This design comes from an exercise in tuning for a short achievable clock period and few clock cycles on the open sky130 flow, not from production work. Where RTL was checked, it was by simulation tests only, not by an equivalence proof against the original. The RTL of runs 1 to 3 and 6 was laid out without a check of its function. Power figures rest on the tool's default switching activity, not on a simulated workload.

$ cat design/flow/design.v
module jcpu8 (
    input  wire        clk,
    input  wire        rst,         
    input  wire        stall,       
    output wire [15:0] mem_addr,
    output wire        mem_we,
    output wire [7:0]  mem_wdata,
    input  wire [7:0]  mem_rdata,
    input  wire [7:0]  io0,
    output wire        io_event,
    output wire [7:0]  io_value,
    output wire        fault
);
    localparam [3:0] ID_MOV = 4'h1, ID_LW  = 4'h2, ID_SW  = 4'h3, ID_LDA = 4'h4,
                     ID_PUSH = 4'h5, ID_POP = 4'h6, ID_JNZ = 4'h7, ID_ADD = 4'h8,
                     ID_ADC = 4'h9, ID_AND = 4'hA, ID_NOR = 4'hB, ID_CMP = 4'hC;
    reg [7:0]  ra, rb, rc, rd, rl, rh, rf;
    reg [15:0] sp;
    reg [7:0]  io_prev;
    reg        faulted;
    reg        pF, pA1, pA2, pM;    
    reg [15:0] addr_q;      
    reg [15:0] ret_q;       
    reg        we_q;
    reg [7:0]  wd_q;
    reg        imm;
    reg        c_lw, c_sw, c_push, c_pop, c_jnz, c_three, c_ls;
    reg        c_mov, c_and, c_nor, c_add, c_adc, c_cmp, c_lda;
    reg [7:0]  rf_sel;      
    reg [7:0]  arg1;
    reg [7:0]  a1_sel;      
    reg        e1_v;        
    reg [6:0]  ex_we;       
    reg        ex_lda, ex_add, ex_cmp, ex_and, ex_nor, ex_sum;
    reg        cin_q;
    reg [6:0]  e2_we;       
    reg        e2_lda, e2_add, e2_cmp;
    reg [7:0]  x1_q;        
    reg [7:0]  op2_q;       
    reg [7:0]  ex_hi;       
    reg        ex_d_f, ex_d_inv;
    reg        ex_s_reg;    
    reg [2:0]  ex_s_lo;     
    reg        ex_s_hi;     
    reg [2:0]  ex_d_lo;     
    reg [7:0]  res_q;       
    reg [7:0]  cmp_q;       
    reg [7:0]  hi_q;        
    reg        fl_c;        
    reg        fl_d_f, fl_d_inv, fl_s_same, fl_s_f;
    reg [7:0]  fl_op2;
    reg        ev_q;
    reg [7:0]  ev_val;
    reg        fault_q;
    wire active = !stall && !faulted;
    function automatic [7:0] onehot(input [7:0] c);
        begin
            onehot = 8'd0;
            case (c)
                8'd0: onehot[0] = 1'b1;
                8'd1: onehot[1] = 1'b1;
                8'd2: onehot[2] = 1'b1;
                8'd3: onehot[3] = 1'b1;
                8'd4: onehot[4] = 1'b1;
                8'd5: onehot[5] = 1'b1;
                8'd6: onehot[6] = 1'b1;
                default: onehot[7] = 1'b1;
            endcase
        end
    endfunction
    function automatic [7:0] rsel(input [7:0] s,
                                  input [7:0] a, input [7:0] b, input [7:0] c,
                                  input [7:0] d, input [7:0] l, input [7:0] h,
                                  input [7:0] f);
        begin
            rsel = ({8{s[0]}} & a) | ({8{s[1]}} & b) | ({8{s[2]}} & c) |
                   ({8{s[3]}} & d) | ({8{s[4]}} & l) | ({8{s[5]}} & h) |
                   ({8{s[6]}} & f) | {8{s[7]}};
        end
    endfunction
    function automatic [7:0] cmpbits(input [7:0] x, input [7:0] y);
        reg [7:0] g1, e1;
        reg [3:0] g2, e2;
        reg [1:0] g3, e3;
        reg       g4, e4;
        integer i;
        begin
            g1 = x & ~y;
            e1 = ~(x ^ y);
            for (i = 0; i < 4; i = i + 1) begin
                g2[i] = g1[2*i+1] | (e1[2*i+1] & g1[2*i]);
                e2[i] = e1[2*i+1] & e1[2*i];
            end
            for (i = 0; i < 2; i = i + 1) begin
                g3[i] = g2[2*i+1] | (e2[2*i+1] & g2[2*i]);
                e3[i] = e2[2*i+1] & e2[2*i];
            end
            g4 = g3[1] | (e3[1] & g3[0]);
            e4 = e3[1] & e3[0];
            cmpbits = {4'd0, !g4 && !e4, e4, g4, 1'b0};
        end
    endfunction
    function automatic [8:0] add8(input [7:0] a, input [7:0] b, input cin);
        reg [7:0] g, p, gg, pp, gn, pn;
        reg [8:0] c;
        integer i, k;
        begin
            g = a & b;
            p = a ^ b;
            gg = g;
            pp = p;
            for (k = 1; k < 8; k = k * 2) begin
                gn = gg;
                pn = pp;
                for (i = k; i < 8; i = i + 1) begin
                    gn[i] = gg[i] | (pp[i] & gg[i-k]);
                    pn[i] = pp[i] & pp[i-k];
                end
                gg = gn;
                pp = pn;
            end
            c[0] = cin;
            for (i = 0; i < 8; i = i + 1)
                c[i+1] = gg[i] | (pp[i] & cin);
            add8 = {c[8], p ^ c[7:0]};
        end
    endfunction
    function automatic is_defined(input [7:0] b);
        begin
            if (b[3:0] == ID_LW || b[3:0] == ID_SW)
                is_defined = 1'b1;
            else if (b[6:4] != 3'd0)
                is_defined = 1'b0;
            else case (b[3:0])
                ID_MOV, ID_ADD, ID_ADC, ID_AND, ID_NOR, ID_CMP,
                ID_PUSH, ID_JNZ: is_defined = 1'b1;
                ID_LDA:          is_defined = b[7];
                ID_POP:          is_defined = ~b[7];
                default:         is_defined = 1'b0;
            endcase
        end
    endfunction
    assign mem_addr  = addr_q;
    assign mem_we    = we_q;
    assign mem_wdata = wd_q;
    assign io_event  = ev_q;
    assign io_value  = ev_val;
    assign fault     = fault_q;
    wire        hi_nz, any_nz;
    jcpu8_bdec u_bdec (.b(mem_rdata), .hi(hi_nz), .any(any_nz));
    wire [7:0]  x_rd;
    wire [7:0]  ra_e = e2_we[0] ? res_q : ra;
    wire [7:0]  rb_e = e2_we[1] ? res_q : rb;
    wire [7:0]  rc_e = e2_we[2] ? res_q : rc;
    wire [7:0]  rd_e = e2_we[3] ? res_q : rd;
    wire [7:0]  rl_e = (e2_we[4] || e2_lda) ? res_q : rl;
    wire [7:0]  rh_e = e2_we[5] ? res_q : e2_lda ? hi_q : rh;
    wire [7:0]  rf_e = e2_we[6] ? res_q : rf;
    wire        f_nz = e2_add || e2_cmp;
    jcpu8_xsel u_xsel (.s(mem_rdata[2:0]), .hi(hi_nz),
                       .ra(ra_e), .rb(rb_e), .rc(rc_e), .rd(rd_e), .rl(rl_e), .rh(rh_e), .rf(rf_e),
                       .x(x_rd));
    wire [7:0]  rd_sel  = onehot(mem_rdata);
    wire [7:0]  x_a1    = rsel(a1_sel, ra, rb, rc, rd, rl, rh, rf);
    wire [7:0]  x_rf    = rsel(rf_sel, ra, rb, rc, rd, rl, rh, rf);
    wire [7:0]  opv     = imm ? mem_rdata : x_rd;
    wire [15:0] pc_inc  = addr_q + 16'd1;
    wire [15:0] sp_dec  = sp - 16'd1;
    wire [15:0] sp_inc  = sp + 16'd1;
    reg         sp_ok, sp_ffff, sp_zero;   
    wire [15:0] ls_addr = imm ? {arg1, mem_rdata} : {x_a1, x_rd};
    reg  [6:0]  rz_q;
    wire        res_z = ~|res_q;
    wire [6:0]  zr_e;
    assign zr_e[0] = e2_we[0] ? res_z : rz_q[0];
    assign zr_e[1] = e2_we[1] ? res_z : rz_q[1];
    assign zr_e[2] = e2_we[2] ? res_z : rz_q[2];
    assign zr_e[3] = e2_we[3] ? res_z : rz_q[3];
    assign zr_e[4] = (e2_we[4] || e2_lda) ? res_z : rz_q[4];
    assign zr_e[5] = e2_we[5] ? res_z : e2_lda ? ~|hi_q : rz_q[5];
    assign zr_e[6] = f_nz ? 1'b0 : e2_we[6] ? res_z : rz_q[6];
    wire        taken;
    jcpu8_jnz u_jnz (.b(mem_rdata), .imm(imm), .zr(zr_e), .taken(taken));
    wire        push_wait = f_nz && !imm;
    wire        go_ls  = pA2 && c_ls;
    wire        go_jnz = pA1 && c_jnz;
    wire [15:0] addr_early = pM ? ret_q :
                             (pA1 && c_push) ? sp_dec :
                             (pA1 && c_pop)  ? sp : pc_inc;
    wire [15:0] addr_next = go_ls ? ls_addr :
                            (go_jnz && taken) ? {rh_e, rl_e} : addr_early;
    wire        adv = !(pA1 && c_push && push_wait);
    wire [3:0]  nid = mem_rdata[3:0];
    always @(posedge clk) begin
        if (rst) begin
            pF <= 1'b1; pA1 <= 1'b0; pA2 <= 1'b0; pM <= 1'b0;
            addr_q <= 16'd0; we_q <= 1'b0;
            sp <= 16'd0;
            io_prev <= 8'd0; faulted <= 1'b0;
        end else if (active) begin
            if (adv) addr_q <= addr_next;
            we_q <= (pA1 && c_push && !push_wait && sp_ok) ||
                    (pA2 && c_sw && ls_addr[15]);
            if (pF) begin
                if (io0 != io_prev) io_prev <= io0;
                if (!is_defined(mem_rdata)) faulted <= 1'b1;
                pF <= 1'b0; pA1 <= 1'b1;
            end
            if (pA1 && adv) begin
                pA1 <= 1'b0;
                if (c_three)         pA2 <= 1'b1;
                else if (c_jnz)      pF  <= 1'b1;
                else                 pM  <= 1'b1;
            end
            if (pA2) begin
                pA2 <= 1'b0;
                if (c_ls) pM <= 1'b1;
                else      pF <= 1'b1;
            end
            if (pM) begin
                pM <= 1'b0;
                pF <= 1'b1;
                if (c_push) begin
                    if (!sp_ok) begin
                        faulted <= 1'b1;
                    end else begin
                        sp <= sp_dec;
                        if (sp_ffff) sp[7:0]  <= wd_q;
                        if (sp_zero) sp[15:8] <= wd_q;
                    end
                end
                if (c_pop) sp <= sp_inc;
                if (c_sw) begin
                    if (!addr_q[15]) begin
                        faulted <= 1'b1;
                    end else begin
                        if (addr_q == 16'hFFFE) sp[7:0]  <= wd_q;
                        if (addr_q == 16'hFFFF) sp[15:8] <= wd_q;
                    end
                end
            end
        end
    end
    always @(posedge clk) begin
        if (rst) begin
            imm <= 1'b0;
            c_lw <= 1'b0; c_sw <= 1'b0; c_ls <= 1'b0; c_push <= 1'b0;
            c_pop <= 1'b0; c_jnz <= 1'b0; c_three <= 1'b0; c_mov <= 1'b0;
            c_and <= 1'b0; c_nor <= 1'b0; c_add <= 1'b0; c_adc <= 1'b0;
            c_cmp <= 1'b0; c_lda <= 1'b0;
            rf_sel <= 8'd0; arg1 <= 8'd0; a1_sel <= 8'd0;
            sp_ok <= 1'b0; sp_ffff <= 1'b0; sp_zero <= 1'b0;
            wd_q <= 8'd0; ret_q <= 16'd0;
        end else begin
        if (pF) begin
            imm     <= mem_rdata[7];
            c_lw    <= nid == ID_LW;
            c_sw    <= nid == ID_SW;
            c_ls    <= nid == ID_LW || nid == ID_SW;
            c_push  <= nid == ID_PUSH;
            c_pop   <= nid == ID_POP;
            c_jnz   <= nid == ID_JNZ;
            c_three <= !(nid == ID_PUSH || nid == ID_POP || nid == ID_JNZ);
            c_mov   <= nid == ID_MOV;
            c_and   <= nid == ID_AND;
            c_nor   <= nid == ID_NOR;
            c_add   <= nid == ID_ADD || nid == ID_ADC;
            c_adc   <= nid == ID_ADC;
            c_cmp   <= nid == ID_CMP;
            c_lda   <= nid == ID_LDA;
            rf_sel  <= onehot({5'd0, mem_rdata[6:4]});
            sp_ok   <= sp_dec[15];
            sp_ffff <= &sp;
            sp_zero <= ~|sp;
        end
        if (pA1) begin
            arg1   <= mem_rdata;
            a1_sel <= rd_sel;
            wd_q   <= opv;
        end
        if (pA2) begin
            wd_q   <= x_rf;
        end
        if (pA1 || pA2) ret_q <= pc_inc;
        end
    end
    wire fault_set = active && ((pF && !is_defined(mem_rdata)) ||
                                (pM && c_push && !sp_ok) ||
                                (pM && c_sw && !addr_q[15]));
    wire ev_next   = active && pF && io0 != io_prev;
    always @(posedge clk) begin
        if (rst) begin
            ev_q    <= 1'b0;
            fault_q <= 1'b0;
        end else if (!stall) begin
            ev_q    <= ev_next;
            fault_q <= (faulted || fault_set) && !ev_next;
        end
        if (rst)     ev_val <= 8'd0;
        else if (pF) ev_val <= io0;
    end
    wire [8:0] sum = add8(x1_q, op2_q, cin_q);
    wire [7:0] res = ({8{ex_sum}} & sum[7:0]) |
                     ({8{ex_and}} & (x1_q & op2_q)) |
                     ({8{ex_nor}} & ~(x1_q | op2_q)) |
                     ({8{!(ex_sum || ex_and || ex_nor)}} & op2_q);
    wire [7:0] f_c    = (fl_d_f ? res_q : rf) | {7'd0, fl_c};
    wire [7:0] fl_x1  = res_q | {7'd0, fl_d_f & fl_c} | {8{fl_d_inv}};
    wire [7:0] fl_y   = fl_s_same ? fl_x1 : fl_s_f ? f_c : fl_op2;
    wire [7:0] f_add  = f_c | cmpbits(fl_x1, fl_y);
    wire setup_alu = pA2 && !c_ls;
    wire setup_ld  = pM && (c_lw || c_pop);
    wire [7:0] ld_sel = c_lw ? rf_sel : a1_sel;
    always @(posedge clk) begin
        if (rst) begin
            ra <= 8'd0; rb <= 8'd0; rc <= 8'd0; rd <= 8'd0;
            rl <= 8'd0; rh <= 8'd0; rf <= 8'd0;
            e1_v <= 1'b0;
            ex_we <= 7'd0; ex_lda <= 1'b0; ex_add <= 1'b0; ex_cmp <= 1'b0;
            e2_we <= 7'd0; e2_lda <= 1'b0; e2_add <= 1'b0; e2_cmp <= 1'b0;
            rz_q <= 7'h7F;
        end else if (active) begin
            rz_q <= zr_e;
            if (e2_we[0]) ra <= res_q;
            if (e2_we[1]) rb <= res_q;
            if (e2_we[2]) rc <= res_q;
            if (e2_we[3]) rd <= res_q;
            if (e2_we[4] || e2_lda) rl <= res_q;
            if (e2_we[5]) rh <= res_q;
            else if (e2_lda) rh <= hi_q;
            if (e2_add)        rf <= f_add;
            else if (e2_we[6]) rf <= res_q;
            else if (e2_cmp)   rf <= cmp_q;
            e2_we  <= e1_v ? ex_we : 7'd0;
            e2_lda <= e1_v && ex_lda;
            e2_add <= e1_v && ex_add;
            e2_cmp <= e1_v && ex_cmp;
            e1_v <= setup_alu || setup_ld;
            if (setup_alu) begin
                ex_we  <= (c_cmp || c_lda) ? 7'd0 : a1_sel[6:0];
                ex_lda <= c_lda;
                ex_add <= c_add;
                ex_cmp <= c_cmp;
            end
            if (setup_ld) begin
                ex_we  <= ld_sel[6:0];
                ex_lda <= 1'b0;
                ex_add <= 1'b0;
                ex_cmp <= 1'b0;
            end
        end
    end
    always @(posedge clk) begin
        if (rst) begin
            ex_sum <= 1'b0; ex_and <= 1'b0; ex_nor <= 1'b0; cin_q <= 1'b0;
            x1_q <= 8'd0; op2_q <= 8'd0; ex_hi <= 8'd0;
            ex_d_f <= 1'b0; ex_d_inv <= 1'b0; ex_s_reg <= 1'b0;
            ex_s_lo <= 3'd0; ex_s_hi <= 1'b0; ex_d_lo <= 3'd0;
        end else begin
        if (setup_alu) begin
            ex_sum    <= c_add;
            ex_and    <= c_and;
            ex_nor    <= c_nor;
            cin_q     <= c_adc & rf[0];
            x1_q      <= x_a1;
            op2_q     <= opv;
            ex_hi     <= arg1;
            ex_d_f    <= a1_sel[6];
            ex_d_inv  <= a1_sel[7];
            ex_s_reg  <= !imm;
            ex_s_lo   <= mem_rdata[2:0];
            ex_s_hi   <= hi_nz;
            ex_d_lo   <= arg1[2:0];
        end
        if (setup_ld) begin
            ex_sum <= 1'b0;
            ex_and <= 1'b0;
            ex_nor <= 1'b0;
            op2_q  <= mem_rdata;
        end
        end
    end
    always @(posedge clk) begin
        begin
            res_q     <= res;
            cmp_q     <= cmpbits(x1_q, op2_q);
            hi_q      <= ex_hi;
            fl_c      <= ex_sum & sum[8];
            fl_d_f    <= ex_d_f;
            fl_d_inv  <= ex_d_inv;
            fl_s_same <= ex_s_reg && !ex_s_hi && !ex_d_inv && ex_s_lo == ex_d_lo;
            fl_s_f    <= ex_s_reg && !ex_s_hi && ex_s_lo == 3'd6;
            fl_op2    <= op2_q;
        end
    end
endmodule
module jcpu8_bdec (
    input  wire [7:0] b,
    output wire       hi,      
    output wire       any      
);
    assign hi  = |b[7:3];
    assign any = |b;
endmodule
module jcpu8_xsel (
    input  wire [2:0] s,
    input  wire       hi,
    input  wire [7:0] ra, rb, rc, rd, rl, rh, rf,
    output wire [7:0] x
);
    reg [7:0] x_lo;
    always @* begin
        case (s)
            3'd0: x_lo = ra;
            3'd1: x_lo = rb;
            3'd2: x_lo = rc;
            3'd3: x_lo = rd;
            3'd4: x_lo = rl;
            3'd5: x_lo = rh;
            3'd6: x_lo = rf;
            default: x_lo = 8'hFF;
        endcase
    end
    assign x = x_lo | {8{hi}};
endmodule
module jcpu8_jnz (
    input  wire [7:0] b,
    input  wire       imm,
    input  wire [6:0] zr,
    output wire       taken
);
    wire [7:0] zr8 = {1'b0, zr};
    wire       z   = (b[7:3] == 5'd0) && zr8[b[2:0]];
    assign taken = imm ? |b : !z;
endmodule
$ cat design/flow/run.sh
#!/bin/bash
# synth_recipe.tcl (not shown) runs the flow's synth.tcl, then flattens the netlist and writes it again
# the make line also repeats each setting of config.mk as NAME=value (left out here)
make -C /OpenROAD-flow-scripts/flow DESIGN_CONFIG=/design/flow/config.mk WORK_HOME=/design/flow/orfs CLKGATE_MAP_FILE= SYNTH_SCRIPT=/design/flow/synth_recipe.tcl finish
$ cat design/flow/config.mk
export PLATFORM = sky130hd
export DESIGN_NAME = jcpu8
export DESIGN_NICKNAME = jcpu8
export VERILOG_FILES = /design/flow/design.v
export SDC_FILE = /design/flow/constraint.sdc
export NUM_CORES = 4
export LEC_CHECK = 0
export CAP_MARGIN = 20
export CORE_MARGIN = 2
export CORE_UTILIZATION = 25
export GPL_ROUTABILITY_DRIVEN = 1
export PLACE_DENSITY = 0.45
export SETUP_SLACK_MARGIN = 4.0
export SLEW_MARGIN = 20
export SYNTH_HIERARCHICAL = 1
export SYNTH_MINIMUM_KEEP_SIZE = 0
$ cat design/flow/constraint.sdc
create_clock -name core_clock -period 6.0 [get_ports {clk}]
set_input_delay 1.2000 -clock core_clock [delete_from_list [all_inputs] [get_ports {clk}]]
set_output_delay 1.2000 -clock core_clock [all_outputs]
set_load 0.01 [all_outputs]
==> results.py, run 1 <==
metrics = {
    "routing": {
        "avgViaCountPerCell": 5.515,
        "drc": 0,
        "drt_iter0_markers": 1654,
        "first_pass_iters": 7,
        "wl_per_cell_um": 23.99,
        "postRouteAntennaNets": 0,
        "drt_wl_total_mm": 71.70,
        "vias": 16490,
    },
    "finish": {
        "final_common_cell": "nor2_1",
        "nets": 2185,
        "most-common-layout-cells": "206 x nor2_1, 198 x nand2_1, 194 x dfxtp_1, 135 x a21oi_1, 131 x buf_4",
        "drive_gt1_frac": 0.3110,
        "stdcell_count": 2989,
        "nFillCells": 6427,
        "areaGrowthSynthToFinish_pct": 36.66,
        "reg.largest.list": "addr_q x16, ret_q x16, sp x16",
        "fin_area_mm2": 0.02136,
    },
    "power_and_ir_drop": {
        "power.leakage_nw": 7.836,
        "finalPower_mw": 4.908,
        "p_sw_frac": 0.2862,
        "intPower_mw": 3.503,
        "clockPowerShare": 0.436,
        "seqPwrFrac": 0.407,
        "p_switching_mw": 1.405,
        "ir_drop_uv": 167.0,
        "pwr-share-comb": 0.157,
        "power_per_cell_area_mw_per_mm2": 229.8,
    },
    "synth": {
        "syn_inst": 2010,
        "yosysWarnings": 8,
        "synth_nets": 2067,
        "synth.cell_area_mm2": 0.01563,
        "syn_area_per_cell_um2": 7.775,
    },
    "timing": {
        "max-slew-margin-rel": 0.3653,
        "slew_violations": 0,
        "final.min_clock_period_ns": 2.967,
        "hold_violations": 0,
        "timing.hold.ws_ns": 0.3479,
        "timing.final.crit_share": 0.4944,
        "rsz0062_at_grt": "true",
        "worst_pin_slew_ns": 0.9448,
        "fmax_mhz": 337.1,
        "skew_ns": 0.02803,
        "setup_violations": 0,
        "setup_tns_ns": 0,
    },
    "setup_path": {
        "r2r_slack_ns": 3.03,
        "crit_type": "flip-flop to flip-flop",
        "worstPathRequired_ns": 6.41,
        "crit_slowest_cell": "or4_4",
        "arrival_ns": 3.38,
        "cpPeakStageDelay_ns": 0.54,
        "r2r-start": "res_q[6]$_DFF_P_",
        "startpoint": "res_q[6]$_DFF_P_",
        "worstPathCellList": "or4_4 > nor2_4 > mux2i_1 > nor3_2 > mux2_4 > a31oi_4 > o21ai_2 > nand4_1 > and3_4 > buf_6 > buf_6 > or3_4 > o21ai_2 > o41ai_2",
        "cp-end-kind": "flip-flop",
        "startpoint_type": "flip-flop",
        "path_max_fanout": 4,
    },
    "placement": {
        "globalplace.congestion": 0.8730,
        "post-dp-hpwl_mm": 46.52,
        "placed_cells": 2744,
        "portBuffers": 53,
        "placed_cell_area_mm2": 0.01699,
    },
    "grt": {
        "grt_pass1_vias": 15680,
        "grt_use_met1": 0.2839,
        "grt_usage": 0.2197,
        "top_usage_layer": "met2",
        "grt_use_met2": 0.3485,
        "grt_max_degree": 89,
        "antenna_found_initial": 1,
        "grt_pass1_wl_mm": 106.2,
        "grt_use_met3": 0.03739,
        "grt-ovfl-total": 0,
    },
    "cts": {
        "cts_sinks": 272,
        "clk_latency_ns": 0.56,
        "cts_made_buffers": 35,
        "cts.path.max_buffers": 3,
        "path_clk_slew_ns": 0.06,
        "cts_hold_buf": 0,
        "cts_max_level": 2,
        "cts_tree": "done",
        "cts-root-buf": "clkbuf_16",
    },
    "die": {
        "num_io_pins": 54,
        "dieArea_mm2": 0.06453,
        "initial_core_util": 0.2532,
        "core_area_mm2": 0.06171,
        "die_y_um": 254.0,
        "row_count": 91,
        "die_w_um": 254.0,
    },
    "outcome": {
        "status": "finished clean",
    },
    "hold_path": {
        "hold_start": "ex_d_f$_SDFFE_PP0P_",
        "hold_path_class": "flip-flop to flip-flop",
    },
    "flow_run": {
        "max_cap_violations": 0,
    },
}
## what timing repair did
| action | CTS | global route |
|---|---|---|
| endpoints found under the hold margin | 0 | 0 |
| setup buffers | 127 | 45 |
| pin swaps | 82 | 77 |
| resized for setup | 510 | 170 |
| gates cloned | 11 | 1 |
| endpoints found under the setup margin | 272 | 164 |
## final cells by class
| cell class | instances | area, µm² | area share |
|---|---|---|---|
| clock buffer | 48 | 1027 | 0.04810 |
| clock inverter | 12 | 122.6 | 0.005741 |
| antenna | 1 | 2.502 | 0.0001172 |
| sequential | 272 | 5660 | 0.2650 |
| tap | 837 | 1047 | 0.04904 |
| inverter | 45 | 188.9 | 0.008846 |
| multi-input combinational | 1517 | 10550 | 0.4938 |
| timing repair buffer | 257 | 2763 | 0.1294 |
## metrics by stage
stage	setup WS [ns]	util
6_report	3.033	0.3461
5_1_grt	2.911	0.3461
4_1_cts	2.948	0.3320
3_5_place_dp	1.940	0.2753
3_3_place_gp	1.886	0.2753
2_1_floorplan	3.167	-
## path summary, 6_finish.rpt
kind              cells past startpoint                 endpoint
setup / recovery                     14  addr_q[10]$_SDFFE_PP0P_
hold / removal                        0           fl_d_f$_DFF_P_
setup reg to reg                     14  addr_q[10]$_SDFFE_PP0P_
hold reg to reg                       0           fl_d_f$_DFF_P_
## power by group through the flow
stage	clock network [mW]	logic, mW	registers (mW)
floorplan	0	0.407	1.99
global placement	0	0.558	2.05
detailed placement	0	0.560	2.05
CTS	2.19	0.701	2.00
global route	2.25	0.822	2.00
finish	2.14	0.768	2.00
## critical path, delay by kind of cell (launching register included)
family,cells,cell delay [ns]
flip-flops,1,0.36
AND/OR/NAND/NOR,6,1.54
buffers and inverters,2,0.23
AO/OA/AOI/OAI,4,0.38
multiplexers,2,0.30
## layer usage
metal	part of all wire	up-vias
met3	0.073	215
li1	-	7532
met5	0	-
met1	0.41	7978
met2	0.46	760
met4	0.058	0
==> run 2: changes to the inputs <==
--- a/design/flow/design.v
+++ b/design/flow/design.v
@@ -171,5 +171,6 @@
     wire [15:0] ls_addr = imm ? {arg1, mem_rdata} : {x_a1, x_rd};
     reg  [6:0]  rz_q;
-    wire        res_z = ~|res_q;
+    wire        res_z;
+    jcpu8_z8 u_resz (.x(res_q), .z(res_z));
     wire [6:0]  zr_e;
     assign zr_e[0] = e2_we[0] ? res_z : rz_q[0];
@@ -188,6 +189,12 @@
                              (pA1 && c_push) ? sp_dec :
                              (pA1 && c_pop)  ? sp : pc_inc;
-    wire [15:0] addr_next = go_ls ? ls_addr :
-                            (go_jnz && taken) ? {rh_e, rl_e} : addr_early;
+    wire        a_go   = !rst && active && adv;
+    wire [15:0] addr_e = rst ? 16'd0 : a_go ? addr_early : addr_q;
+    wire [15:0] addr_d;
+    jcpu8_amux u_amux (.s_bus(a_go && go_ls && imm), .s_x(a_go && go_ls && !imm),
+                       .s_j(a_go && go_jnz), .taken(taken),
+                       .b(mem_rdata), .x(x_rd), .arg1(arg1), .x_a1(x_a1),
+                       .hl({rh_e, rl_e}), .e(addr_e), .o(addr_d));
+    always @(posedge clk) addr_q <= addr_d;
     wire        adv = !(pA1 && c_push && push_wait);
     wire [3:0]  nid = mem_rdata[3:0];
@@ -195,9 +202,8 @@
         if (rst) begin
             pF <= 1'b1; pA1 <= 1'b0; pA2 <= 1'b0; pM <= 1'b0;
-            addr_q <= 16'd0; we_q <= 1'b0;
+            we_q <= 1'b0;
             sp <= 16'd0;
             io_prev <= 8'd0; faulted <= 1'b0;
         end else if (active) begin
-            if (adv) addr_q <= addr_next;
             we_q <= (pA1 && c_push && !push_wait && sp_ok) ||
                     (pA2 && c_sw && ls_addr[15]);
@@ -251,5 +257,5 @@
             rf_sel <= 8'd0; arg1 <= 8'd0; a1_sel <= 8'd0;
             sp_ok <= 1'b0; sp_ffff <= 1'b0; sp_zero <= 1'b0;
-            wd_q <= 8'd0; ret_q <= 16'd0;
+            ret_q <= 16'd0;
         end else begin
         if (pF) begin
@@ -277,8 +283,4 @@
             arg1   <= mem_rdata;
             a1_sel <= rd_sel;
-            wd_q   <= opv;
-        end
-        if (pA2) begin
-            wd_q   <= x_rf;
         end
         if (pA1 || pA2) ret_q <= pc_inc;
@@ -351,8 +353,19 @@
         end
     end
+    wire [7:0] op2_d, wd_d;
+    jcpu8_lmux u_op2 (.s_bus(!rst && ((setup_alu && imm) || setup_ld)),
+                      .s_x(!rst && setup_alu && !imm),
+                      .b(mem_rdata), .x(x_rd), .e(rst ? 8'd0 : op2_q), .o(op2_d));
+    jcpu8_lmux u_wd  (.s_bus(!rst && pA1 && imm), .s_x(!rst && pA1 && !imm),
+                      .b(mem_rdata), .x(x_rd),
+                      .e(rst ? 8'd0 : pA2 ? x_rf : wd_q), .o(wd_d));
+    always @(posedge clk) begin
+        op2_q <= op2_d;
+        wd_q  <= wd_d;
+    end
     always @(posedge clk) begin
         if (rst) begin
             ex_sum <= 1'b0; ex_and <= 1'b0; ex_nor <= 1'b0; cin_q <= 1'b0;
-            x1_q <= 8'd0; op2_q <= 8'd0; ex_hi <= 8'd0;
+            x1_q <= 8'd0; ex_hi <= 8'd0;
             ex_d_f <= 1'b0; ex_d_inv <= 1'b0; ex_s_reg <= 1'b0;
             ex_s_lo <= 3'd0; ex_s_hi <= 1'b0; ex_d_lo <= 3'd0;
@@ -364,5 +377,4 @@
             cin_q     <= c_adc & rf[0];
             x1_q      <= x_a1;
-            op2_q     <= opv;
             ex_hi     <= arg1;
             ex_d_f    <= a1_sel[6];
@@ -377,5 +389,4 @@
             ex_and <= 1'b0;
             ex_nor <= 1'b0;
-            op2_q  <= mem_rdata;
         end
         end
@@ -434,2 +445,35 @@
     assign taken = imm ? |b : !z;
 endmodule
+module jcpu8_z8 (
+    input  wire [7:0] x,
+    output wire       z
+);
+    assign z = ~|x;
+endmodule
+module jcpu8_lmux (
+    input  wire       s_bus,
+    input  wire       s_x,
+    input  wire [7:0] b,
+    input  wire [7:0] x,
+    input  wire [7:0] e,
+    output wire [7:0] o
+);
+    assign o = s_bus ? b : s_x ? x : e;
+endmodule
+module jcpu8_amux (
+    input  wire        s_bus,
+    input  wire        s_x,
+    input  wire        s_j,
+    input  wire        taken,
+    input  wire [7:0]  b,
+    input  wire [7:0]  x,
+    input  wire [7:0]  arg1,
+    input  wire [7:0]  x_a1,
+    input  wire [15:0] hl,
+    input  wire [15:0] e,
+    output wire [15:0] o
+);
+    assign o = s_bus ? {arg1, b} :
+               s_x   ? {x_a1, x} :
+               (s_j && taken) ? hl : e;
+endmodule
==> results.py, run 2 <==
metrics = {
    "outcome": {
        "status": "finished clean",
    },
    "setup_path": {
        "cp-end-kind": "flip-flop",
        "worstPathCellList": "or4_4 > nor2_4 > mux2i_2 > nor3_2 > mux2_4 > a31oi_4 > o21ai_1 > nand4_1 > nand2_4 > buf_12 > buf_16 > mux2i_1 > a21oi_1",
        "crit_slowest_cell": "or4_4",
        "worstPathRequired_ns": 6.41,
        "path_max_fanout": 6,
        "arrival_ns": 3.31,
        "cp_top_family": "simple AND/OR/NAND/NOR gates",
        "critPathBufInv": 2,
        "cpPeakStageDelay_ns": 0.55,
        "crit_type": "flip-flop to flip-flop",
        "startpoint_type": "flip-flop",
    },
    "timing": {
        "worst_slack_ns": 3.098,
        "skew_ns": 0.01825,
        "worst_pin_slew_ns": 1.018,
        "timing.hold.ws_ns": 0.3433,
        "setup_tns_ns": 0,
        "setup_violations": 0,
        "final.min_clock_period_ns": 2.902,
        "fmax_mhz": 344.6,
        "timing.final.crit_share": 0.4836,
        "slew_violations": 0,
        "hold_violations": 0,
        "rsz0062_at_grt": "true",
        "max-slew-margin-rel": 0.3203,
    },
    "synth": {
        "yosysWarnings": 8,
        "syn_area_per_cell_um2": 7.812,
        "syn_inst": 2010,
        "synth.cell_area_mm2": 0.01570,
        "synth_nets": 2067,
    },
    "die": {
        "die_w_um": 254.6,
        "die_y_um": 254.6,
        "initial_core_util": 0.2535,
        "dieArea_mm2": 0.06483,
        "num_io_pins": 54,
        "row_count": 91,
        "core_area_mm2": 0.06194,
    },
    "routing": {
        "postRouteAntennaNets": 0,
        "vias": 16860,
        "drc": 0,
        "drt_iter0_markers": 1603,
        "first_pass_iters": 6,
        "avgViaCountPerCell": 5.554,
        "wl_per_cell_um": 24.01,
        "drt_wl_total_mm": 72.88,
    },
    "finish": {
        "reg.largest.list": "addr_q x16, ret_q x16, sp x16",
        "antennaDiodeCount": 0,
        "fin_area_mm2": 0.02206,
        "nets": 2231,
        "most-common-layout-cells": "236 x nand2_1, 198 x dfxtp_1, 175 x nor2_1, 163 x a21oi_1, 142 x buf_4",
        "final_common_cell": "nand2_1",
        "areaGrowthSynthToFinish_pct": 40.46,
        "stdcell_count": 3036,
        "fin_util": 0.3561,
        "drive_gt1_frac": 0.3183,
    },
    "power_and_ir_drop": {
        "power.leakage_nw": 8.432,
        "finalPower_mw": 5.053,
        "ir_drop_uv": 184.0,
        "power_per_cell_area_mw_per_mm2": 229.1,
    },
    "cts": {
        "cts_sinks": 272,
        "path_clk_slew_ns": 0.06,
        "clk_latency_ns": 0.56,
        "cts_max_level": 2,
        "cts.path.max_buffers": 3,
        "cts_tree": "done",
        "cts_made_buffers": 35,
        "cts-root-buf": "clkbuf_16",
    },
    "placement": {
        "placed_cells": 2761,
        "portBuffers": 53,
        "globalplace.congestion": 0.9261,
        "placed_cell_area_mm2": 0.01707,
        "pre_cts_ws_ns": 2.017,
        "post-dp-hpwl_mm": 45.17,
    },
    "grt": {
        "antenna_found_initial": 1,
        "grt_max_degree": 77,
        "grt_pass1_wl_mm": 104.0,
        "grt_usage": 0.2143,
        "grt-ovfl-total": 0,
        "grt_pass1_vias": 15460,
    },
    "flow_run": {
        "max_cap_violations": 0,
    },
    "hold_path": {
        "hold_path_class": "flip-flop to flip-flop",
    },
}
run 2: changes by cell type in the layout (fill, tap and decap cells not counted), moves of 13 or more:
cell      previous run  this run
a22oi_1             48        11
mux2i_1             50        75
nor2_1             206       175
a211oi_1            42        29
nand2_2             24         6
nand2_1            198       236
o22ai_1              6        24
nor3_2               5        24
a311oi_1            17         4
nor3_1              73        43
a21oi_1            135       163
run 2: path summary, 6_finish.rpt:
kind,cells after the start,to,slack [ns],from
max,13,addr_q[13]$_DFF_P_,3.10,res_q[7]$_DFF_P_
min,0,fl_d_f$_DFF_P_,0.34,ex_d_f$_SDFFE_PP0P_
max reg2reg,13,addr_q[13]$_DFF_P_,3.10,res_q[7]$_DFF_P_
min reg2reg,0,fl_d_f$_DFF_P_,0.34,ex_d_f$_SDFFE_PP0P_
run 2: cell type report:
class | instances | area (µm²)
clock inverters | 12 | 158.9
flip-flops and latches | 272 | 5640
fillers | 6363 | 39880
multi-input cells | 1526 | 10670
inverters | 47 | 191.4
clock buffers | 50 | 1013
well taps | 837 | 1047
repair buffers | 292 | 3336
run 2: power by group:
group | switching, mW | total (mW) | leakage (nW) | internal, mW
clock | 0.886 | 2.20 | 0.571 | 1.31
sequential | 0.112 | 1.99 | 2.26 | 1.88
combinational | 0.473 | 0.862 | 5.60 | 0.389
total | 1.47 | 5.05 | 8.43 | 3.58
run 2: timing repair:
action | in CTS | in global routing
gates cloned | 10 | 9
endpoints found under the setup margin | 222 | 157
hold buffers | 0 | 0
resized for setup | 547 | 191
setup buffers | 132 | 62
pin swaps | 88 | 91
run 2: per-layer routing:
metal | GRT usage | share of wire | vias to the layer above
li1 | - | - | 7605
met1 | 0.2824 | 0.42 | 8117
met2 | 0.3397 | 0.45 | 885
met3 | 0.03929 | 0.083 | 252
met4 | 0.09741 | 0.054 | 2
met5 | 0 | 0.00012 | -
run 2: worst reg2reg max path, stage by stage, from the launching register on:
cell     delay [ns]
dfxtp_4        0.35
or4_4          0.55
nor2_4         0.21
mux2i_2        0.10
nor3_2         0.16
mux2_4         0.20
a31oi_4        0.09
o21ai_1        0.13
nand4_1        0.28
nand2_4        0.20
buf_12         0.12
buf_16         0.11
mux2i_1        0.18
a21oi_1        0.08
==> run 3: changes to the inputs <==
--- a/design/flow/config.mk
+++ b/design/flow/config.mk
@@ -8,7 +8,8 @@
 export CAP_MARGIN = 20
 export CORE_MARGIN = 2
-export CORE_UTILIZATION = 25
+export CORE_UTILIZATION = 45
 export GPL_ROUTABILITY_DRIVEN = 1
-export PLACE_DENSITY = 0.45
+export GPL_TIMING_DRIVEN = 1
+export PLACE_DENSITY = 0.6
 export SETUP_SLACK_MARGIN = 4.0
 export SLEW_MARGIN = 20
==> results.py, run 3 <==
metrics = {
    "die": {
        "die_y_um": 190.8,
        "row_count": 68,
        "die_w_um": 190.8,
        "core_area_mm2": 0.03446,
        "dieArea_mm2": 0.03640,
        "initial_core_util": 0.4557,
        "num_io_pins": 54,
    },
    "finish": {
        "antennaDiodeCount": 0,
        "nets": 2168,
        "areaGrowthSynthToFinish_pct": 28.58,
        "most-common-layout-cells": "243 x nand2_1, 197 x nor2_1, 197 x dfxtp_1, 175 x a21oi_1, 124 x buf_4",
        "reg.largest.list": "addr_q x16, ret_q x16, sp x16",
        "drive_gt1_frac": 0.2689,
        "final_common_cell": "nand2_1",
        "fin_util": 0.5859,
        "nFillCells": 3053,
    },
    "routing": {
        "drc": 0,
        "avgViaCountPerCell": 6.469,
        "drt_wl_total_mm": 65.61,
        "first_pass_iters": 8,
        "postRouteAntennaNets": 0,
        "drt_iter0_markers": 2354,
        "vias": 16760,
        "wl_per_cell_um": 25.33,
    },
    "synth": {
        "synth_nets": 2067,
        "yosysWarnings": 8,
        "syn_area_per_cell_um2": 7.812,
        "synth.cell_area_mm2": 0.01570,
        "syn_inst": 2010,
    },
    "setup_path": {
        "r2r_cells": 12,
        "endpoint": "addr_q[5]$_DFF_P_",
        "r2r-start": "res_q[3]$_DFF_P_",
        "worstPathCellList": "or4_4 > nor2_4 > buf_4 > mux2_2 > nand2_1 > o21a_1 > o21ai_1 > nand4_1 > nand2_4 > clkbuf_16 > mux2i_1 > a21oi_1",
        "cp-end-kind": "flip-flop",
        "r2r_slack_ns": 3.32,
        "cp_top_family": "simple AND/OR/NAND/NOR gates",
        "worstReg2RegEnd": "addr_q[5]$_DFF_P_",
        "arrival_ns": 3.12,
        "crit_slowest_cell": "or4_4",
        "crit_type": "flip-flop to flip-flop",
        "worstSetupPathDepth": 12,
        "startpoint": "res_q[3]$_DFF_P_",
        "cpPeakStageDelay_ns": 0.54,
        "critPathBufInv": 2,
        "startpoint_type": "flip-flop",
        "worstPathRequired_ns": 6.44,
        "path_max_fanout": 5,
    },
    "timing": {
        "final.min_clock_period_ns": 2.675,
        "setup_violations": 0,
        "max-slew-margin-rel": 0.2468,
        "setup_tns_ns": 0,
        "timing.final.crit_share": 0.4459,
        "fmax_mhz": 373.8,
        "worst_pin_slew_ns": 1.118,
        "slew_violations": 0,
        "hold_violations": 0,
        "skew_ns": 0.01739,
        "rsz0062_at_grt": "true",
    },
    "power_and_ir_drop": {
        "ir_drop_uv": 239.3,
        "power_per_cell_area_mw_per_mm2": 235.2,
        "power.leakage_nw": 7.766,
    },
    "cts": {
        "cts_max_level": 1,
        "cts_tree": "done",
        "cts_hold_buf": 0,
        "cts-root-buf": "clkbuf_16",
        "cts_made_buffers": 31,
        "cts_sinks": 272,
        "clk_latency_ns": 0.60,
        "path_clk_slew_ns": 0.06,
        "cts.path.max_buffers": 3,
    },
    "grt": {
        "grt_max_degree": 60,
        "grt-ovfl-total": 0,
        "grt_usage": 0.3457,
        "grt_pass1_wl_mm": 96.04,
        "antenna_found_initial": 0,
        "grt_pass1_vias": 15390,
    },
    "outcome": {
        "status": "finished clean",
    },
    "placement": {
        "portBuffers": 53,
        "post-dp-hpwl_mm": 40.59,
        "globalplace.congestion": 0.9816,
    },
    "flow_run": {
        "max_cap_violations": 0,
    },
    "hold_path": {
        "hold_path_class": "flip-flop to flip-flop",
    },
}
==> run 3: power breakdown <==
part           switching [mW]  internal (mW)  leakage, nW
Combinational           0.418          0.320         4.97
Clock                   0.823           1.20        0.535
Sequential              0.106           1.88         2.26
==> run 3: how the worst min path moves through the flow <==
stage | startpoint | depth (start not counted) | to | slack, ns
after floorplan | ex_d_f$_SDFFE_PP0P_ | 0 | fl_d_f$_DFF_P_ | 0.33
after global placement | ex_hi[4]$_SDFFE_PP0P_ | 0 | hi_q[4]$_DFF_P_ | 0.34
after detailed placement | ex_hi[3]$_SDFFE_PP0P_ | 0 | hi_q[3]$_DFF_P_ | 0.34
after CTS | ex_hi[7]$_SDFFE_PP0P_ | 0 | hi_q[7]$_DFF_P_ | 0.36
after global routing | ex_hi[6]$_SDFFE_PP0P_ | 0 | hi_q[6]$_DFF_P_ | 0.36
final | ex_hi[7]$_SDFFE_PP0P_ | 0 | hi_q[7]$_DFF_P_ | 0.35
==> run 3: what timing repair did <==
action                     4_1_cts  5_1_grt
gates cloned                     8        3
pin swaps                       64       61
buffers inserted               110       30
setup endpoints to repair      262      111
gates resized for setup        504       78
==> run 3: final cells by class <==
| cell class | count | area (µm²) | share of cell area |
|---|---|---|---|
| multi-input combinational | 1528 | 10240 | 0.5072 |
| timing repair buffer | 231 | 2460 | 0.1218 |
| inverter | 47 | 195.2 | 0.009667 |
| sequential | 272 | 5642 | 0.2794 |
| clock inverter | 12 | 155.1 | 0.007684 |
| clock buffer | 45 | 928.4 | 0.04598 |
| tap | 455 | 569.3 | 0.02820 |
==> run 3: per-layer routing <==
metal	vias to the layer above	track usage	share of wire
met3	226	0.07159	0.11
met1	8001	0.4782	0.41
li1	7481	-	-
met4	0	0.1300	0.046
met5	-	0	0
met2	1048	0.5281	0.43
==> run 3: through the flow <==
stage          setup WS (ns)  cell area (µm²)  cells  hold slack, ns  total power [mW]
2_1_floorplan          3.393            16210   2010          0.3305             2.373
6_report               3.325            20190   2590          0.3549             4.748
3_3_place_gp           2.246            16600   2381          0.3380             2.579
3_5_place_dp           2.233            16610   2382          0.3438             2.585
5_1_grt                3.227            20190   2590          0.3624             4.872
4_1_cts                3.267            19550   2557          0.3554             4.703
==> run 4: changes to the inputs <==
--- a/design/flow/design.v
+++ b/design/flow/design.v
@@ -171,6 +171,5 @@
     wire [15:0] ls_addr = imm ? {arg1, mem_rdata} : {x_a1, x_rd};
     reg  [6:0]  rz_q;
-    wire        res_z;
-    jcpu8_z8 u_resz (.x(res_q), .z(res_z));
+    reg         res_z, hi_z;
     wire [6:0]  zr_e;
     assign zr_e[0] = e2_we[0] ? res_z : rz_q[0];
@@ -179,8 +178,6 @@
     assign zr_e[3] = e2_we[3] ? res_z : rz_q[3];
     assign zr_e[4] = (e2_we[4] || e2_lda) ? res_z : rz_q[4];
-    assign zr_e[5] = e2_we[5] ? res_z : e2_lda ? ~|hi_q : rz_q[5];
+    assign zr_e[5] = e2_we[5] ? res_z : e2_lda ? hi_z : rz_q[5];
     assign zr_e[6] = f_nz ? 1'b0 : e2_we[6] ? res_z : rz_q[6];
-    wire        taken;
-    jcpu8_jnz u_jnz (.b(mem_rdata), .imm(imm), .zr(zr_e), .taken(taken));
     wire        push_wait = f_nz && !imm;
     wire        go_ls  = pA2 && c_ls;
@@ -193,5 +190,5 @@
     wire [15:0] addr_d;
     jcpu8_amux u_amux (.s_bus(a_go && go_ls && imm), .s_x(a_go && go_ls && !imm),
-                       .s_j(a_go && go_jnz), .taken(taken),
+                       .s_j(a_go && go_jnz), .imm(imm), .zr(zr_e),
                        .b(mem_rdata), .x(x_rd), .arg1(arg1), .x_a1(x_a1),
                        .hl({rh_e, rl_e}), .e(addr_e), .o(addr_d));
@@ -307,4 +304,10 @@
                      ({8{ex_nor}} & ~(x1_q | op2_q)) |
                      ({8{!(ex_sum || ex_and || ex_nor)}} & op2_q);
+    wire [7:0] e_p = x1_q ^ op2_q;
+    wire [7:0] e_o = x1_q | op2_q;
+    wire       sum_zero = (e_p == {e_o[6:0], cin_q});
+    wire       res_zero = ex_sum ? sum_zero :
+                          ex_and ? ((x1_q & op2_q) == 8'd0) :
+                          ex_nor ? (e_o == 8'hFF) : (op2_q == 8'd0);
     wire [7:0] f_c    = (fl_d_f ? res_q : rf) | {7'd0, fl_c};
     wire [7:0] fl_x1  = res_q | {7'd0, fl_d_f & fl_c} | {8{fl_d_inv}};
@@ -397,4 +400,6 @@
             cmp_q     <= cmpbits(x1_q, op2_q);
             hi_q      <= ex_hi;
+            hi_z      <= ex_hi == 8'd0;
+            res_z     <= res_zero;
             fl_c      <= ex_sum & sum[8];
             fl_d_f    <= ex_d_f;
@@ -435,20 +440,4 @@
     assign x = x_lo | {8{hi}};
 endmodule
-module jcpu8_jnz (
-    input  wire [7:0] b,
-    input  wire       imm,
-    input  wire [6:0] zr,
-    output wire       taken
-);
-    wire [7:0] zr8 = {1'b0, zr};
-    wire       z   = (b[7:3] == 5'd0) && zr8[b[2:0]];
-    assign taken = imm ? |b : !z;
-endmodule
-module jcpu8_z8 (
-    input  wire [7:0] x,
-    output wire       z
-);
-    assign z = ~|x;
-endmodule
 module jcpu8_lmux (
     input  wire       s_bus,
@@ -465,5 +454,6 @@
     input  wire        s_x,
     input  wire        s_j,
-    input  wire        taken,
+    input  wire        imm,
+    input  wire [6:0]  zr,       
     input  wire [7:0]  b,
     input  wire [7:0]  x,
@@ -474,6 +464,9 @@
     output wire [15:0] o
 );
-    assign o = s_bus ? {arg1, b} :
-               s_x   ? {x_a1, x} :
-               (s_j && taken) ? hl : e;
+    wire [7:0] zr8   = {1'b0, zr};
+    wire       z     = (b[7:3] == 5'd0) && zr8[b[2:0]];
+    wire       taken = imm ? |b : !z;
+    assign o = (s_j && taken) ? hl :
+               s_bus ? {arg1, b} :
+               s_x   ? {x_a1, x} : e;
 endmodule
==> results.py, run 4 <==
metrics = {
    "setup_path": {
        "startpoint": "sp[1]$_SDFFE_PP0P_",
        "worstReg2RegEnd": "addr_q[6]$_DFF_P_",
        "r2r_cells": 11,
        "cp-end-kind": "flip-flop",
        "worstPathRequired_ns": 6.47,
        "startpoint_type": "flip-flop",
        "path_max_fanout": 4,
        "r2r-start": "sp[1]$_SDFFE_PP0P_",
        "r2r_slack_ns": 3.45,
        "endpoint": "addr_q[6]$_DFF_P_",
        "crit_type": "flip-flop to flip-flop",
        "arrival_ns": 3.02,
    },
    "grt": {
        "grt_use_met3": 0.1058,
        "grt_max_degree": 48,
        "grt_pass1_wl_mm": 101.0,
        "top_usage_layer": "met2",
        "grt_pass1_vias": 16100,
        "grt_usage": 0.3597,
        "grt_use_met2": 0.5289,
        "antenna_found_initial": 2,
        "grt-ovfl-total": 0,
        "grt_use_met1": 0.4661,
    },
    "cts": {
        "cts_max_level": 1,
        "path_clk_slew_ns": 0.06,
        "cts.path.max_buffers": 3,
        "clk_latency_ns": 0.59,
        "cts_tree": "done",
        "cts_sinks": 274,
        "cts-root-buf": "clkbuf_16",
        "cts_made_buffers": 31,
    },
    "power_and_ir_drop": {
        "power_per_cell_area_mw_per_mm2": 232.3,
        "seqPwrFrac": 0.407,
        "power.leakage_nw": 8.229,
        "p_switching_mw": 1.392,
        "p_sw_frac": 0.2824,
        "finalPower_mw": 4.929,
        "intPower_mw": 3.537,
        "clockPowerShare": 0.430,
        "ir_drop_uv": 239.5,
        "pwr-share-comb": 0.164,
    },
    "synth": {
        "synth_nets": 2100,
        "yosysWarnings": 8,
        "syn_area_per_cell_um2": 7.806,
        "syn_inst": 2043,
        "synth.cell_area_mm2": 0.01595,
    },
    "die": {
        "die_y_um": 192.3,
        "initial_core_util": 0.4594,
        "die_w_um": 192.3,
        "dieArea_mm2": 0.03696,
        "num_io_pins": 54,
        "core_area_mm2": 0.03471,
        "row_count": 68,
    },
    "timing": {
        "hold_violations": 0,
        "fmax_mhz": 392.8,
        "worst_slack_ns": 3.454,
        "slew_violations": 0,
        "rsz0062_at_grt": "true",
        "worst_pin_slew_ns": 0.7775,
        "timing.final.crit_share": 0.4243,
        "skew_ns": 0.01461,
        "max-slew-margin-rel": 0.4777,
        "setup_tns_ns": 0,
        "final.min_clock_period_ns": 2.546,
        "setup_violations": 0,
        "timing.hold.ws_ns": 0.3420,
    },
    "placement": {
        "post-dp-hpwl_mm": 41.24,
        "portBuffers": 53,
        "globalplace.congestion": 1.060,
        "placed_cell_area_mm2": 0.01690,
        "placed_cells": 2415,
        "pre_cts_ws_ns": 2.180,
    },
    "finish": {
        "most-common-layout-cells": "270 x nand2_1, 203 x nor2_1, 195 x dfxtp_1, 137 x a21oi_1, 132 x buf_4",
        "areaGrowthSynthToFinish_pct": 33.07,
        "reg.largest.list": "addr_q x16, ret_q x16, sp x16",
        "fin_util": 0.6113,
        "nets": 2228,
        "final_common_cell": "nand2_1",
        "fin_area_mm2": 0.02122,
        "stdcell_count": 2652,
        "drive_gt1_frac": 0.2960,
    },
    "routing": {
        "wl_per_cell_um": 25.68,
        "drt_iter0_markers": 2107,
        "first_pass_iters": 10,
        "drc": 0,
        "drt_wl_total_mm": 68.09,
        "vias": 17290,
        "postRouteAntennaNets": 0,
        "avgViaCountPerCell": 6.519,
    },
    "flow_run": {
        "max_cap_violations": 0,
    },
    "outcome": {
        "status": "finished clean",
    },
    "hold_path": {
        "hold_path_class": "flip-flop to flip-flop",
    },
}
==> run 4: metal layers <==
layer  up-vias  share of wire
met5         -        0.00013
met4         2          0.071
met3       329           0.12
met2      1231           0.42
met1      8111           0.39
li1       7615              -
==> run 4: cell type report <==
type,instances,area (µm²)
antenna,1,2.502
timing repair inverter,1,5.005
inverter,47,201.4
multi-input combinational,1554,10660
fill,2925,13490
clock buffer,44,934.6
clock inverter,14,207.7
tap,455,569.3
timing repair buffer,262,2952
sequential,274,5694
==> run 4: worst min-delay path by stage <==
stage | startpoint | endpoint | depth (start not counted)
after floorplan | ex_d_f$_SDFFE_PP0P_ | fl_d_f$_DFF_P_ | 0
after global placement | ex_d_f$_SDFFE_PP0P_ | fl_d_f$_DFF_P_ | 0
after detailed placement | ex_d_f$_SDFFE_PP0P_ | fl_d_f$_DFF_P_ | 0
after CTS | ex_d_f$_SDFFE_PP0P_ | fl_d_f$_DFF_P_ | 0
after global routing | ex_d_f$_SDFFE_PP0P_ | fl_d_f$_DFF_P_ | 0
final | ex_d_f$_SDFFE_PP0P_ | fl_d_f$_DFF_P_ | 0
==> run 4: critical path, stage by stage (launching register included) <==
cell       delay (ns)
dfxtp_4          0.36
inv_4            0.06
ha_4             0.15
or3b_4           0.42
nor3_4           0.18
and3_1           0.20
a2111oi_2        0.06
a211oi_2         0.33
nor3_2           0.11
mux2i_1          0.18
o21ai_1          0.11
mux2_4           0.27
==> run 4: power groups by stage <==
stage / clock, mW / sequential (mW) / combinational [mW]
finish: 2.12 / 2.00 / 0.806
global route: 2.20 / 2.01 / 0.845
CTS: 2.12 / 2.00 / 0.759
detailed placement: 0 / 2.05 / 0.569
global placement: 0 / 2.05 / 0.561
floorplan: 0 / 2.00 / 0.405
==> run 4: repair_timing <==
| item | in CTS | in global routing |
|---|---|---|
| setup endpoints to repair | 267 | 122 |
| endpoints found under the hold margin | 0 | 0 |
| cloned | 21 | 0 |
| gates resized for setup | 567 | 83 |
| pin swaps | 71 | 68 |
| setup buffers | 122 | 35 |
| hold buffers | 0 | 0 |
Testbench counts of run 4, summed over its fixed seeds: cycles 172,034.
==> run 5: changes to the inputs <==
--- a/design/flow/config.mk
+++ b/design/flow/config.mk
@@ -8,8 +8,7 @@
 export CAP_MARGIN = 20
 export CORE_MARGIN = 2
-export CORE_UTILIZATION = 45
+export CORE_UTILIZATION = 25
 export GPL_ROUTABILITY_DRIVEN = 1
-export GPL_TIMING_DRIVEN = 1
-export PLACE_DENSITY = 0.6
+export PLACE_DENSITY = 0.45
 export SETUP_SLACK_MARGIN = 4.0
 export SLEW_MARGIN = 20
==> results.py, run 5 <==
metrics = {
    "routing": {
        "wl_per_cell_um": 23.66,
        "postRouteAntennaNets": 0,
        "avgViaCountPerCell": 5.463,
        "drt_iter0_markers": 1843,
        "first_pass_iters": 6,
        "drc": 0,
        "drt_wl_total_mm": 71.94,
        "vias": 16610,
    },
    "timing": {
        "timing.final.crit_share": 0.4315,
        "fmax_mhz": 386.2,
        "slew_violations": 0,
        "rsz0062_at_grt": "true",
        "worst_slack_ns": 3.411,
        "setup_tns_ns": 0,
        "max-slew-margin-rel": 0.4326,
        "skew_ns": 0.02830,
        "final.min_clock_period_ns": 2.589,
        "setup_violations": 0,
        "worst_pin_slew_ns": 0.8445,
        "hold_violations": 0,
    },
    "cts": {
        "clk_latency_ns": 0.56,
        "cts_sinks": 274,
        "cts.path.max_buffers": 3,
        "cts_hold_buf": 0,
        "cts_made_buffers": 35,
        "cts-root-buf": "clkbuf_16",
        "cts_tree": "done",
        "cts_max_level": 2,
        "path_clk_slew_ns": 0.06,
    },
    "finish": {
        "areaGrowthSynthToFinish_pct": 35.63,
        "final_common_cell": "nand2_1",
        "drive_gt1_frac": 0.2981,
        "most-common-layout-cells": "274 x nand2_1, 204 x nor2_1, 191 x dfxtp_1, 139 x buf_4, 136 x a21oi_1",
        "reg.largest.list": "addr_q x16, ret_q x16, sp x16",
        "nFillCells": 6571,
        "antennaDiodeCount": 0,
        "fin_area_mm2": 0.02163,
        "fin_util": 0.3429,
        "nets": 2228,
    },
    "synth": {
        "synth.cell_area_mm2": 0.01595,
        "yosysWarnings": 8,
        "syn_area_per_cell_um2": 7.806,
        "synth_nets": 2100,
        "syn_inst": 2043,
    },
    "setup_path": {
        "crit_type": "primary input to flip-flop",
        "cp-end-kind": "flip-flop",
        "startpoint_type": "primary input",
        "worstPathRequired_ns": 6.45,
        "path_max_fanout": 12,
        "arrival_ns": 3.03,
    },
    "grt": {
        "grt_max_degree": 59,
        "antenna_found_initial": 0,
        "grt_usage": 0.2108,
        "grt-ovfl-total": 0,
        "grt_pass1_wl_mm": 106.2,
        "grt_pass1_vias": 15760,
    },
    "power_and_ir_drop": {
        "p_sw_frac": 0.2920,
        "intPower_mw": 3.512,
        "clockPowerShare": 0.429,
        "power.leakage_nw": 8.168,
        "ir_drop_uv": 168.7,
        "pwr-share-comb": 0.164,
        "power_per_cell_area_mw_per_mm2": 229.3,
        "seqPwrFrac": 0.406,
        "p_switching_mw": 1.448,
    },
    "placement": {
        "pre_cts_ws_ns": 1.809,
        "globalplace.congestion": 0.9179,
        "portBuffers": 53,
        "placed_cell_area_mm2": 0.01734,
        "post-dp-hpwl_mm": 45.34,
    },
    "die": {
        "initial_core_util": 0.2528,
        "row_count": 92,
        "dieArea_mm2": 0.06583,
        "die_y_um": 256.6,
        "core_area_mm2": 0.06308,
        "die_w_um": 256.6,
        "num_io_pins": 54,
    },
    "hold_path": {
        "hold_path_class": "flip-flop to flip-flop",
    },
    "flow_run": {
        "max_cap_violations": 0,
    },
    "outcome": {
        "status": "finished clean",
    },
}
## run 5: changes by cell type in the layout (fill, tap and decap cells not counted), sizes merged, moves of 2 or more
cell / change
clkdlybuf4s15: +3
clkinv: +2
bufinv: -3
clkbuf: +3
bufbuf: -4
## run 5: power groups by stage
stage               Clock [mW]  Sequential (mW)  Combinational (mW)
floorplan                    0             2.00               0.405
global placement             0             2.07               0.564
detailed placement           0             2.07               0.569
CTS                       2.17             2.01               0.765
global route              2.25             2.02               0.865
finish                    2.13             2.02               0.816
## run 5: routing by layer
layer / up-vias / wire (µm) / global-route usage
met5: - / 0 / 0
met4: 0 / 2588 / 0.07041
met3: 122 / 6031 / 0.03638
met2: 798 / 31540 / 0.3267
met1: 8085 / 31770 / 0.2945
li1: 7603 / - / -
## run 5: area by class of cell
type	instances	area, µm²	area share
Timing Repair Buffer	259	2788	0.1289
Timing Repair inverter	1	7.507	0.0003471
Sequential cell	274	5692	0.2631
Inverter	47	202.7	0.009371
Clock buffer	48	1006	0.04651
Tap cell	846	1059	0.04894
Multi-Input combinational cell	1553	10750	0.4968
Clock inverter	12	128.9	0.005958
## run 5: worst paths after layout
path / startpoint / to / slack [ns] / depth (start not counted)
hold / removal: ex_d_f$_SDFFE_PP0P_ / fl_d_f$_DFF_P_ / 0.35 / 0
setup / recovery: mem_rdata[6] / addr_q[15]$_DFF_P_ / 3.41 / 5
setup reg to reg: e2_lda$_SDFFE_PP0P_ / addr_q[9]$_DFF_P_ / 3.42 / 9
hold reg to reg: ex_d_f$_SDFFE_PP0P_ / fl_d_f$_DFF_P_ / 0.35 / 0
## run 5: per-stage QoR
step	cells	power [mW]	hold WS (ns)
after global placement	2800	2.638	0.3377
final	3040	4.960	0.3514
after detailed placement	2800	2.642	0.3398
after CTS	2997	4.949	0.3511
after global routing	3040	5.134	0.3670
after floorplan	2043	2.410	0.3305
## run 5: critical path: stages
cell	delay, ns
buf_2	0.23
or4_4	0.57
o41ai_4	0.44
buf_6	0.24
mux2_2	0.34
## run 5: what timing repair did
item / 4_1_cts / 5_1_grt
gates resized for setup: 526 / 128
setup buffers: 123 / 42
cloned: 14 / 1
endpoints found under the hold margin: 0 / 0
endpoints found under the setup margin: 237 / 157
pin swaps: 74 / 64
==> run 6: changes to the inputs <==
--- a/design/flow/design.v
+++ b/design/flow/design.v
@@ -191,4 +191,5 @@
     jcpu8_amux u_amux (.s_bus(a_go && go_ls && imm), .s_x(a_go && go_ls && !imm),
                        .s_j(a_go && go_jnz), .imm(imm), .zr(zr_e),
+                       .hi(hi_nz), .any(any_nz),
                        .b(mem_rdata), .x(x_rd), .arg1(arg1), .x_a1(x_a1),
                        .hl({rh_e, rl_e}), .e(addr_e), .o(addr_d));
@@ -456,4 +457,6 @@
     input  wire        imm,
     input  wire [6:0]  zr,       
+    input  wire        hi,       
+    input  wire        any,      
     input  wire [7:0]  b,
     input  wire [7:0]  x,
@@ -465,6 +468,6 @@
 );
     wire [7:0] zr8   = {1'b0, zr};
-    wire       z     = (b[7:3] == 5'd0) && zr8[b[2:0]];
-    wire       taken = imm ? |b : !z;
+    wire       z     = !hi && zr8[b[2:0]];
+    wire       taken = imm ? any : !z;
     assign o = (s_j && taken) ? hl :
                s_bus ? {arg1, b} :
==> results.py, run 6 <==
metrics = {
    "outcome": {
        "status": "finished clean",
    },
    "setup_path": {
        "arrival_ns": 2.99,
        "path_max_fanout": 4,
        "startpoint_type": "flip-flop",
        "cp-end-kind": "flip-flop",
        "crit_type": "flip-flop to flip-flop",
        "worstPathRequired_ns": 6.45,
    },
    "finish": {
        "fin_area_mm2": 0.02198,
        "areaGrowthSynthToFinish_pct": 37.91,
        "reg.largest.list": "addr_q x16, ret_q x16, sp x16",
        "final_common_cell": "nand2_1",
        "nets": 2239,
        "most-common-layout-cells": "271 x nand2_1, 201 x nor2_1, 190 x dfxtp_1, 139 x a21oi_1, 138 x buf_4",
        "nFillCells": 6546,
        "stdcell_count": 3054,
        "drive_gt1_frac": 0.3027,
    },
    "grt": {
        "grt_max_degree": 89,
        "grt-ovfl-total": 0,
        "grt_pass1_vias": 15940,
        "antenna_found_initial": 0,
        "grt_use_met3": 0.03480,
        "grt_usage": 0.2171,
        "grt_use_met2": 0.3414,
        "grt_pass1_wl_mm": 108.1,
        "top_usage_layer": "met2",
        "grt_use_met1": 0.2935,
    },
    "synth": {
        "ys_top_cells_by_count": "289 x nand2_1, 274 x dfxtp_1, 219 x nor2_1, 154 x a21oi_1, 137 x clkbuf_1",
        "synth_area_leader_cell": "dfxtp_1",
        "synth_edf_count": 0,
        "yosysWarnings": 8,
        "synth_cell_types": 74,
        "ys_ff_latch": 274,
        "async_reset_ff_frac": 0,
        "syn_area_per_cell_um2": 7.794,
        "post-synth-top-area-fraction": 0.3442,
        "synth_nets": 2102,
        "syn_inst": 2045,
        "yosysMostFrequentCell": "nand2_1",
        "ys_dominant_reg_cell": "dfxtp_1",
        "synth.cell_area_mm2": 0.01594,
        "seq_area_frac_synth": 0.3442,
        "netlist_top_cells_area": "dfxtp_1 34%, nand2_1 6.8%, mux2i_1 5.4%",
    },
    "timing": {
        "rsz0062_at_grt": "true",
        "final.min_clock_period_ns": 2.545,
        "worst_slack_ns": 3.455,
        "worst_pin_slew_ns": 1.083,
        "slew_violations": 0,
        "skew_ns": 0.02614,
        "setup_tns_ns": 0,
        "timing.final.crit_share": 0.4241,
        "fmax_mhz": 393.0,
        "setup_violations": 0,
        "hold_violations": 0,
        "max-slew-margin-rel": 0.2740,
    },
    "routing": {
        "drc": 0,
        "drt_iter0_markers": 1819,
        "drt_wl_total_mm": 74.49,
        "postRouteAntennaNets": 0,
        "first_pass_iters": 6,
        "avgViaCountPerCell": 5.545,
        "vias": 16930,
        "wl_per_cell_um": 24.39,
    },
    "cts": {
        "cts_max_level": 2,
        "cts_made_buffers": 35,
        "cts-root-buf": "clkbuf_16",
        "path_clk_slew_ns": 0.06,
        "cts_sinks": 274,
        "cts.path.max_buffers": 3,
        "cts_tree": "done",
        "clk_latency_ns": 0.56,
    },
    "placement": {
        "placed_cell_area_mm2": 0.01728,
        "placed_cells": 2805,
        "portBuffers": 53,
        "globalplace.congestion": 0.9247,
        "pre_cts_ws_ns": 2.034,
        "post-dp-hpwl_mm": 46.14,
    },
    "die": {
        "die_y_um": 256.5,
        "dieArea_mm2": 0.06579,
        "num_io_pins": 54,
        "die_w_um": 256.5,
        "row_count": 92,
        "core_area_mm2": 0.06308,
        "initial_core_util": 0.2527,
    },
    "power_and_ir_drop": {
        "clockPowerShare": 0.447,
        "power.leakage_nw": 8.233,
        "power_per_cell_area_mw_per_mm2": 233.3,
        "p_switching_mw": 1.469,
        "p_sw_frac": 0.2863,
        "intPower_mw": 3.660,
        "pwr-share-comb": 0.160,
        "ir_drop_uv": 164.8,
        "seqPwrFrac": 0.393,
    },
    "flow_run": {
        "max_cap_violations": 0,
    },
    "hold_path": {
        "hold_path_class": "flip-flop to flip-flop",
    },
}
## run 6: per-module statistics from Yosys, one instance, submodules excluded
module	cells inside	flops+latches	area, µm²
jcpu8_lmux	26	0	172.7
jcpu8_bdec	5	0	27.53
jcpu8	1829	274	14390
jcpu8_xsel	80	0	525.5
jcpu8_amux	79	0	648.1
## run 6: routing by layer
layer / routed length, µm / part of all wire / vias up
met5: 0 / 0 / -
met4: 3675 / 0.049 / 0
met3: 5656 / 0.076 / 197
met2: 32870 / 0.44 / 817
met1: 32290 / 0.43 / 8277
li1: - / - / 7642
## run 6: area by class of cell
class	instances	area, µm²	area share
diodes	1	2.502	0.0001138
clock inverters	12	201.4	0.009165
flip-flops and latches	274	5693	0.2590
well taps	846	1059	0.04816
clock buffers	50	1015	0.04617
inverters	48	212.7	0.009677
repair inverters	1	7.507	0.0003415
repair buffers	268	3122	0.1420
multi-input cells	1554	10670	0.4853
## run 6: path summary, 6_finish.rpt
| path | cells past startpoint | slack (ns) | start | endpoint |
|---|---|---|---|---|
| max | 10 | 3.46 | sp[0]$_SDFFE_PP0P_ | addr_q[10]$_DFF_P_ |
| min | 0 | 0.35 | ex_d_f$_SDFFE_PP0P_ | fl_d_f$_DFF_P_ |
| max reg2reg | 10 | 3.46 | sp[0]$_SDFFE_PP0P_ | addr_q[10]$_DFF_P_ |
| min reg2reg | 0 | 0.35 | ex_d_f$_SDFFE_PP0P_ | fl_d_f$_DFF_P_ |
## run 6: stage by stage
stage               hold slack (ns)  utilization  power (mW)
floorplan                    0.3305            -       2.403
global placement             0.3361       0.2739       2.627
detailed placement           0.3422       0.2739       2.628
CTS                          0.3545       0.3386       5.114
global route                 0.3576       0.3484       5.284
finish                       0.3535       0.3484       5.129
## run 6: worst max-delay path: stages, from the launching register on
cell and delay, ns:
dfxtp_4 0.37, inv_4 0.06, ha_4 0.14, or3b_4 0.42
or4_4 0.46, xnor2_2 0.16, a21oi_2 0.28, a2111oi_4 0.07
mux2i_1 0.15, o21ai_1 0.07, mux2_4 0.26
## run 6: what timing repair did
item | in CTS | in global routing
gates resized for setup | 585 | 102
hold buffers | 0 | 0
setup buffers | 145 | 21
cloned | 17 | 3
setup endpoints to repair | 261 | 207
pin swaps | 86 | 62
## run 6: cells by family after synthesis
family                     after synthesis  share of synthesized area
and+or+nand+nor                        791                     0.2222
AOI/OAI and AO/OA                      515                     0.2120
DFF                                    274                     0.3442
buffers and inverters                  218                    0.05558
muxes                                  156                     0.1065
xor gates and xnor gates                53                    0.02913
adders and majority gates               38                    0.03030
## run 6: power groups by stage
stage	Combinational [mW]	Sequential [mW]	Clock, mW
6_report	0.822	2.01	2.29
5_1_grt	0.869	2.02	2.39
3_5_place_dp	0.560	2.07	0
2_1_floorplan	0.399	2.00	0
4_1_cts	0.772	2.01	2.33
3_3_place_gp	0.559	2.07	0

## what the ideal ports hide
In the flow no input, the clock included, has a driving cell. The finished layouts below were timed again as built, in two steps.
Step 1 sets driving cells, clkbuf_16 on the clock port and buf_2 on the other inputs (assumed; they add their load-dependent delay and slew).
Step 2 adds t to the input delays and takes it off the output delays; t is the mean of the earliest and latest rising clock arrival at the registers after step 1. Input paths then give back, and output paths get back, about the clock's delay inside the block.
Slacks: ideal ports / drivers / drivers and shift; pairs: ideal ports / drivers.
| run | shift t [ns] | setup WS [ns] | worst slew at a driven data input, ns |
|---|---|---|---|
| run 1 | 0.607 | 3.033 / 3.033 / 2.635 | 0.21 |
| run 2 | 0.615 | 3.098 / 3.098 / 2.748 | 0.18 |
| run 3 | 0.641 | 3.325 / 3.325 / 2.994 | 0.21 |
| run 4 | 0.641 | 3.454 / 3.454 / 2.868 | 0.18 |
| run 5 | 0.607 | 3.411 / 3.417 / 2.833 | 0.08 |
| run 6 | 0.603 | 3.455 / 3.455 / 2.884 | 0.21 |
After both steps setup and hold are still met in every run listed. The setup slack of run 4, which loses most, moves by 0.000 ns with the drivers and by -0.586 ns with both steps.
